What follows belongs to an exercise in optimizing a design on an open flow for small area, a short achievable clock period and few clock cycles per item; a production flow would make more cautious choices.
Function was checked by simulation only, so behaviour that the tests miss may differ from the original.

==> 06-07 <==
Design meshcode_enc, start of the top module:
module meshcode_enc (
    input  wire         clk,
    input  wire         rst,
    input  wire         in_valid,
    output wire         in_ready,
    input  wire [63:0]  in_lat,
    input  wire [63:0]  in_long,
    input  wire [2:0]   in_level,
    output wire         out_valid,
    input  wire         out_ready,
    output wire [2:0]   out_err,
    output wire [63:0]  out_place,
    output wire [3:0]   out_len,
    output wire [103:0] out_mesh
);
clock: 20.0 ns
lec_check: 0
cap_margin: 20
core_margin: 2
core_utilization: 55
place_density: 0.65
slew_margin: 20
synth_hierarchical: 1
synth_minimum_keep_size: 700
standard.sh (not shown) runs the stock make flow with config.mk's settings and CLKGATE_MAP_FILE= SYNTH_SCRIPT=/design/flow/synth_recipe.tcl, a recipe that flattens the netlist after the stock synthesis.
==> flow/flow/run.sh <==
#!/bin/bash
set -euo pipefail
bash standard.sh \
  "BUFFER_PORTS_ARGS=-buffer_cell sky130_fd_sc_hd__buf_1" \
  "SETUP_SLACK_MARGIN=14.7" \
  "CTS_ARGS=-sink_clustering_enable -repair_clock_nets -dont_use_dummy_load -sink_clustering_size 30 -sink_clustering_max_diameter 80" \
  finish > flow_make.log 2>&1
==> inputs of 07-24, as changes to 06-07 <==
--- a/flow/design.v
+++ b/flow/design.v
@@ -15,10 +15,37 @@
                 q[i] = q[2*i+1] & q[2*i];
             end
     end
     assign ge = g[0] | q[0];
 endmodule
+module mc_add64 (
+    input  wire [63:0] a,
+    input  wire [63:0] b,
+    input  wire        cin,
+    output wire [63:0] s
+);
+    reg [63:0] g, p, G, P;
+    integer d, i;
+    always @(*) begin
+        g = a & b;
+        p = a ^ b;
+        G = g;
+        P = p;
+        G[0] = g[0] | (p[0] & cin);
+        for (d = 1; d < 64; d = d * 2)
+            for (i = 2*d - 1; i < 64; i = i + 2*d) begin
+                G[i] = G[i] | (P[i] & G[i-d]);
+                P[i] = P[i] & P[i-d];
+            end
+        for (d = 16; d >= 1; d = d / 2)
+            for (i = 3*d - 1; i < 64; i = i + 2*d) begin
+                G[i] = G[i] | (P[i] & G[i-d]);
+                P[i] = P[i] & P[i-d];
+            end
+    end
+    assign s = p ^ {G[62:0], cin};
+endmodule
 module mc_addtop (
     input  wire [63:0] a,
     input  wire [63:0] b,
     output wire [23:0] s,
     output wire        c12
@@ -48,43 +75,10 @@
     wire c40 = g[39] | (p[39] & g[31]);
     assign c12 = g[11] | (p[11] & g[7]);
     wire [23:0] cin = {G[22:0] | (P[22:0] & {23{c40}}), c40};
     assign s = ph ^ cin;
 endmodule
-module mc_inc24 (
-    input  wire [23:0] x,
-    input  wire        c,
-    output wire [23:0] y
-);
-    reg [23:0] a;
-    integer d, i;
-    always @(*) begin
-        a = x;
-        for (d = 1; d < 32; d = d * 2)
-            for (i = 0; i < 24; i = i + 1)
-                if ((i & d) != 0)
-                    a[i] = a[i] & a[(i & ~(d - 1)) - 1];
-    end
-    assign y = x ^ ({a[22:0], 1'b1} & {24{c}});
-endmodule
-module mc_csa1125 (
-    input  wire [52:0] m,
-    output wire [63:0] s,
-    output wire [63:0] c
-);
-    wire [63:0] o0 = {1'd0, m, 10'd0};
-    wire [63:0] o1 = {5'd0, m, 6'd0};
-    wire [63:0] o2 = {6'd0, m, 5'd0};
-    wire [63:0] o3 = {9'd0, m, 2'd0};
-    wire [63:0] o4 = {11'd0, m};
-    wire [63:0] s1 = o0 ^ o1 ^ o2;
-    wire [63:0] c1 = ((o0 & o1) | (o0 & o2) | (o1 & o2)) << 1;
-    wire [63:0] s2 = o3 ^ o4 ^ s1;
-    wire [63:0] c2 = ((o3 & o4) | (o3 & s1) | (o4 & s1)) << 1;
-    assign s = s2 ^ c2 ^ c1;
-    assign c = ((s2 & c2) | (s2 & c1) | (c2 & c1)) << 1;
-endmodule
 module mc_quant_a (
     input  wire [52:0] m,
     output wire [23:0] vh,       
     output wire        inc       
 );
@@ -106,12 +100,21 @@
     wire        ov_1 = ({1'b0, a_1, 8'd0} + {2'b00, l5_1}) >= 13'd4096 ? 1'b1 : 1'b0;
     wire [5:0]  e_1a = {2'b00, a_1} + (r1_1 ? 6'd5 : 6'd0) + 6'd2;    
     wire [5:0]  e_1b = {2'b00, a_1} + (r1_1 ? 6'd5 : 6'd0) + 6'd4;    
     wire        dp_1 = ~ov_1 & (h2 ? (e_1b >= 6'd16) : (e_1a >= 6'd16));
     wire        dplus = h1 ? dp_1 : dp_0;
-    wire [63:0] s3, c3;
-    mc_csa1125 u_csa (.m(m), .s(s3), .c(c3));
+    wire [63:0] o0 = {1'd0, m, 10'd0};
+    wire [63:0] o1 = {5'd0, m, 6'd0};
+    wire [63:0] o2 = {6'd0, m, 5'd0};
+    wire [63:0] o3 = {9'd0, m, 2'd0};
+    wire [63:0] o4 = {11'd0, m};
+    wire [63:0] s1 = o0 ^ o1 ^ o2;
+    wire [63:0] c1 = ((o0 & o1) | (o0 & o2) | (o1 & o2)) << 1;
+    wire [63:0] s2 = o3 ^ o4 ^ s1;
+    wire [63:0] c2 = ((o3 & o4) | (o3 & s1) | (o4 & s1)) << 1;
+    wire [63:0] s3 = s2 ^ c2 ^ c1;
+    wire [63:0] c3 = ((s2 & c2) | (s2 & c1) | (c2 & c1)) << 1;
     wire c12;
     mc_addtop u_add (.a(s3), .b(c3), .s(vh), .c12(c12));
     wire [27:0] hx = s3[39:12] ^ c3[39:12];
     wire [26:0] ax = s3[38:12] & c3[38:12];
     wire ones = (c12 == ~hx[0]) & (&(ax ^ hx[27:1]));
@@ -153,43 +156,24 @@
 module mc_scale #(
     parameter        SUB = 0,        
     parameter        SH  = 4,
     parameter        LO  = 40,
     parameter        W   = 17,
-    parameter        OW  = 17       
+    parameter [11:0] HI  = 12'd1029
 ) (
-    input  wire [52:0]   m,
-    input  wire [4:0]    sh,
-    input  wire          z,
-    output wire [OW-1:0] y
+    input  wire [52:0] m,
+    input  wire [10:0] e,
+    output wire [W-1:0] y
 );
     wire [63:0] a = {11'd0, m} << SH;
     wire [63:0] b = SUB ? ~{11'd0, m} : {11'd0, m};
-    wire        ci = SUB ? 1'b1 : 1'b0;
-    reg [63:0] g, p, G, P;
-    integer d, i;
-    always @(*) begin
-        g = a & b;
-        p = a ^ b;
-        G = g;
-        P = p;
-        G[0] = g[0] | (p[0] & ci);
-        for (d = 1; d < 64; d = d * 2)
-            for (i = 2*d - 1; i < 64; i = i + 2*d) begin
-                G[i] = G[i] | (P[i] & G[i-d]);
-                P[i] = P[i] & P[i-d];
-            end
-        for (d = 16; d >= 1; d = d / 2)
-            for (i = 3*d - 1; i < 64; i = i + 2*d) begin
-                G[i] = G[i] | (P[i] & G[i-d]);
-                P[i] = P[i] & P[i-d];
-            end
-    end
-    wire [63:0] s = p ^ {G[62:0], ci};
+    wire [63:0] s;
+    mc_add64 u_add (.a(a), .b(b), .cin(SUB ? 1'b1 : 1'b0), .s(s));
     wire [W-1:0] top = s[LO+W-1:LO];
-    wire [W-1:0] q = top >> sh;
-    assign y = z ? {OW{1'b0}} : q[OW-1:0];
+    wire [11:0]  t   = HI - {1'b0, e};
+    wire [W-1:0] q   = top >> t[4:0];
+    assign y = (t[11] || t[10:5] != 6'd0) ? {W{1'b0}} : q;
 endmodule
 module meshcode_enc (
     input  wire         clk,
     input  wire         rst,
     input  wire         in_valid,
@@ -264,22 +248,23 @@
     wire [52:0] mo = {1'b1, lon[51:0]};
     wire [23:0] vha, vho;
     wire        ia, io;
     mc_quant_a u_qa (.m(ma), .vh(vha), .inc(ia));
     mc_quant_a u_qo (.m(mo), .vh(vho), .inc(io));
-    wire [4:0]  sha = 5'd6 - ea[4:0];
-    wire [4:0]  sho = 5'd6 - eo[4:0];
-    wire        za  = ~((ea >= 11'd1007) & (ea <= 11'd1030));
-    wire        zo  = ~((eo >= 11'd1007) & (eo <= 11'd1030));
-    wire [4:0]  tn  = 5'd5 - ea[4:0];
-    wire [6:0]  n_a;     
+    wire [11:0] sha = 12'd1030 - {1'b0, ea};
+    wire [11:0] sho = 12'd1030 - {1'b0, eo};
+    wire        za  = sha[11] | (sha[10:5] != 6'd0) | (sha[4:3] == 2'b11);
+    wire        zo  = sho[11] | (sho[10:5] != 6'd0) | (sho[4:3] == 2'b11);
+    wire [16:0] n_a;     
     wire [10:0] j_a;     
-    wire [6:0]  m0_a;    
-    mc_scale #(.SUB(1), .SH(4), .LO(40), .W(17), .OW(7))  u_n  (.m(ma), .sh(tn),  .z(za), .y(n_a));
-    mc_scale #(.SUB(0), .SH(1), .LO(44), .W(11), .OW(11)) u_j  (.m(ma), .sh(tn),  .z(za), .y(j_a));
-    mc_scale #(.SUB(0), .SH(2), .LO(38), .W(18), .OW(7))  u_m0 (.m(mo), .sh(sho), .z(zo), .y(m0_a));
-    wire [10:0] f8_a = zo ? 11'd0 : (mo[52:42] >> sho);    
+    wire [17:0] m0_a;    
+    mc_scale #(.SUB(1), .SH(4), .LO(40), .W(17), .HI(12'd1029)) u_n  (.m(ma), .e(ea), .y(n_a));
+    mc_scale #(.SUB(0), .SH(1), .LO(44), .W(11), .HI(12'd1029)) u_j  (.m(ma), .e(ea), .y(j_a));
+    mc_scale #(.SUB(0), .SH(2), .LO(38), .W(18), .HI(12'd1030)) u_m0 (.m(mo), .e(eo), .y(m0_a));
+    wire [11:0] tf   = 12'd1030 - {1'b0, eo};
+    wire [10:0] f8q  = mo[52:42] >> tf[4:0];
+    wire [10:0] f8_a = (tf[11] || tf[10:5] != 6'd0) ? 11'd0 : f8q;    
     reg [23:0] vha2, vho2;
     reg        ia2, io2;
     reg [4:0]  sha2, sho2;
     reg        za2, zo2;
     reg [7:0]  p2, c2;
@@ -289,12 +274,12 @@
     reg [2:0]  level2;
     always @(posedge clk) begin
         if (go) begin
             vha2 <= vha;   ia2 <= ia;
             vho2 <= vho;   io2 <= io;
-            sha2 <= sha;  za2 <= za;
-            sho2 <= sho;  zo2 <= zo;
+            sha2 <= sha[4:0];  za2 <= za;
+            sho2 <= sho[4:0];  zo2 <= zo;
             p2   <= j_a[10:3];
             q2   <= j_a[2:0];
             nb2  <= n_a[6:0];
             c2   <= f8_a[10:3];
             v2d  <= f8_a[2:0];
@@ -303,13 +288,12 @@
             ys2  <= ys_a;
             valid2 <= valid_a;
             level2 <= level;
         end
     end
-    wire [23:0] qa, qo;
-    mc_inc24 u_ia (.x(vha2), .c(ia2), .y(qa));
-    mc_inc24 u_io (.x(vho2), .c(io2), .y(qo));
+    wire [23:0] qa = vha2 + {23'd0, ia2};
+    wire [23:0] qo = vho2 + {23'd0, io2};
     wire [3:0] r2 = nb2[6:3] - {q2, 1'b0} - {q2[0], 3'd0};
     wire [3:0] w2 = mb2[6:3] - {v2d, 1'b0} - {v2d[0], 3'd0};
     wire [23:0] maga = za2 ? 24'd0 : (qa >> sha2);
     wire [23:0] mago = zo2 ? 24'd0 : (qo >> sho2);
     wire       ph, zs;
@@ -337,42 +321,42 @@
     wire [3:0] s4d = {1'b0, nb2[1], mb2[1]} + 4'd1;
     wire [3:0] s8d = {1'b0, nb2[0], mb2[0]} + 4'd1;
     function [3:0] dsel(input m, input [3:0] d);
         dsel = m ? (ok ? d : 4'd9) : 4'd0;
     endfunction
-    wire [109:0] res = {
+    wire [107:0] res = {
         bad, inv,                                    
         len,                                         
         ok & xs2, ok ? maga[21:0] : 22'd0,           
         ok & ys2, ok ? mago[22:0] : 23'd0,           
-        mk[5:1], mk[0], mk[0], mk[0],                
+        mk,                                          
         dsel(mk[0], oct),                            
         inv, ok ? ph : inv,                          
         dsel(mk[0], pt), dsel(mk[0], po),            
         dsel(mk[0], ut), dsel(mk[0], uo),            
         mk[1] & inv,                                 
         ok & mk[1] ? q2  : (inv & mk[1] ? 3'd1 : 3'd0),    
         ok & mk[1] ? v2d : (inv & mk[1] ? 3'd1 : 3'd0),    
         dsel(mk[2], r2), dsel(mk[2], w2),            
         dsel(mk[3], s2d), dsel(mk[4], s4d), dsel(mk[5], s8d)   
     };
-    reg [109:0] sk, ro;
+    reg [107:0] sk, ro;
     always @(posedge clk) begin
         if (go) sk <= res;
         if (oen) ro <= vs ? sk : res;
     end
     function [7:0] chr(input m, input [3:0] d);
         chr = {2'b00, m, m, d};
     endfunction
-    assign out_err   = {ro[109], ro[109], ro[108]};
-    assign out_len   = ro[107:104];
-    assign out_place = {2'b00, ro[103:57], 15'd0};
+    assign out_err   = {ro[107], ro[107], ro[106]};
+    assign out_len   = ro[105:102];
+    assign out_place = {2'b00, ro[101:55], 15'd0};
     assign out_mesh  = {
-        chr(ro[56], ro[3:0]),   chr(ro[55], ro[7:4]),   chr(ro[54], ro[11:8]),
-        chr(ro[53], ro[15:12]), chr(ro[53], ro[19:16]),
-        chr(ro[52], {ro[26], ro[22:20]}), chr(ro[52], {ro[26], ro[25:23]}),
+        chr(ro[54], ro[3:0]),   chr(ro[53], ro[7:4]),   chr(ro[52], ro[11:8]),
+        chr(ro[51], ro[15:12]), chr(ro[51], ro[19:16]),
+        chr(ro[50], {ro[26], ro[22:20]}), chr(ro[50], {ro[26], ro[25:23]}),
         chr(ro[49], ro[30:27]), chr(ro[49], ro[34:31]),
-        chr(ro[50], ro[38:35]), chr(ro[50], ro[42:39]),
-        chr(ro[51], {ro[44], 2'b00, ro[43]}),
-        chr(ro[51], ro[48:45])
+        chr(ro[49], ro[38:35]), chr(ro[49], ro[42:39]),
+        chr(ro[49], {ro[44], 2'b00, ro[43]}),
+        chr(ro[49], ro[48:45])
     };
 endmodule
- CORE_UTILIZATION: 55 -> 30
- PLACE_DENSITY: 0.65 -> 0.5
- SYNTH_HIERARCHICAL: 1 -> default
- SYNTH_MINIMUM_KEEP_SIZE: 700 -> default
==> run notes <==
| Parameter | Value | Unit |
|:---|:---|:---|
| Number of gates resized after cts | 0 | - |
| Worst Tran Pin Value | 0.994 | ns |
| Run status | complete, no violations | - |
| Number of synthesized register bits | 460 | - |
| Number of vias per cell after detailed routing | 5.77 | - |
| Wire length of the first global-routing pass | 151,000 | µm |
| Floorplan die height | 276 | µm |
| Cell chain of the critical path | clkbuf_2 | - |
| Fill cell instance count of the final layout | 6,295 | - |
| Number of antenna violations at the first check in global routing | 1 | - |
| Setup slack of the worst register-to-register path | 14.94 | ns |
| Highest-count cells in the layout ignoring fill and taps | 439 x sky130_fd_sc_hd__ha_1, 353 x sky130_fd_sc_hd__fa_1, 345 x sky130_fd_sc_hd__edfxtp_1, 274 x sky130_fd_sc_hd__nand2_1, 247 x sky130_fd_sc_hd__buf_1 | - |
| Post-synthesis instance area | 40,600 | µm² |
| Metal2 WL | 44,200 | µm |
| Floorplan die width | 276 | µm |
| Initial drt markers | 2,162 | - |
| Total clock buffers created by CTS | 30 | - |
| Layout clock buffer count | 30 | - |
# the run above: 06-07

==> run notes <==
| Parameter | Value | Unit |
|:---|:---|:---|
| Number of synthesized register bits | 456 | - |
| Run status | complete, no violations | - |
| Number of vias per cell after detailed routing | 4.82 | - |
| Wire length of the first global-routing pass | 176,000 | µm |
| Layout clock buffer count | 43 | - |
| Number of gates resized after cts | 14 | - |
| Number of antenna violations at the first check in global routing | 8 | - |
| Highest-count cells in the layout ignoring fill and taps | 604 x sky130_fd_sc_hd__inv_1, 456 x sky130_fd_sc_hd__ha_1, 343 x sky130_fd_sc_hd__edfxtp_1, 333 x sky130_fd_sc_hd__fa_1, 275 x sky130_fd_sc_hd__nand2_1 | - |
| Post-synthesis instance area | 41,200 | µm² |
| Fill cell instance count of the final layout | 14,058 | - |
| Initial drt markers | 2,010 | - |
| Floorplan die height | 375 | µm |
| Setup slack of the worst register-to-register path | 14.77 | ns |
| Metal2 WL | 46,800 | µm |
| Floorplan die width | 375 | µm |
# the run above: 07-24

Testbench counts of 06-07, summed over its fixed seeds: cycles 24,024, items 24,000.
Testbench counts of 07-24, summed over its fixed seeds: cycles 24,024, items 24,000.

[separate check: timing with driven ports]
The flow's constraints put no driver on any port. The routed layouts listed below were extracted and timed again, unchanged, in two steps.
Step 1, drivers: a clkbuf_16 drives clk and a buf_2 each remaining input, both assumed.
Step 2, shift: input delay + t, output delay - t, t = (earliest + latest rising clock arrival at the registers) / 2. This alone moves slack from input paths to output paths.
Slacks: no drivers / after step 1 / after step 2; pairs: no drivers / after step 1.
run	shift t [ns]	setup slack, ns	worst setup path at the end	slew at the worst register clock pin (ns)	cell pins on the clock port's net
06-07	0.685	14.726 / 14.659 / 14.368	input to register	0.11 / 0.11	1
07-24	0.678	14.673 / 14.603 / 14.335	input to register	0.10 / 0.10	1
After both steps every run listed still meets setup and hold. The setup slack of 06-07, which loses most, moves by -0.067 ns with the drivers and by -0.358 ns with both steps.
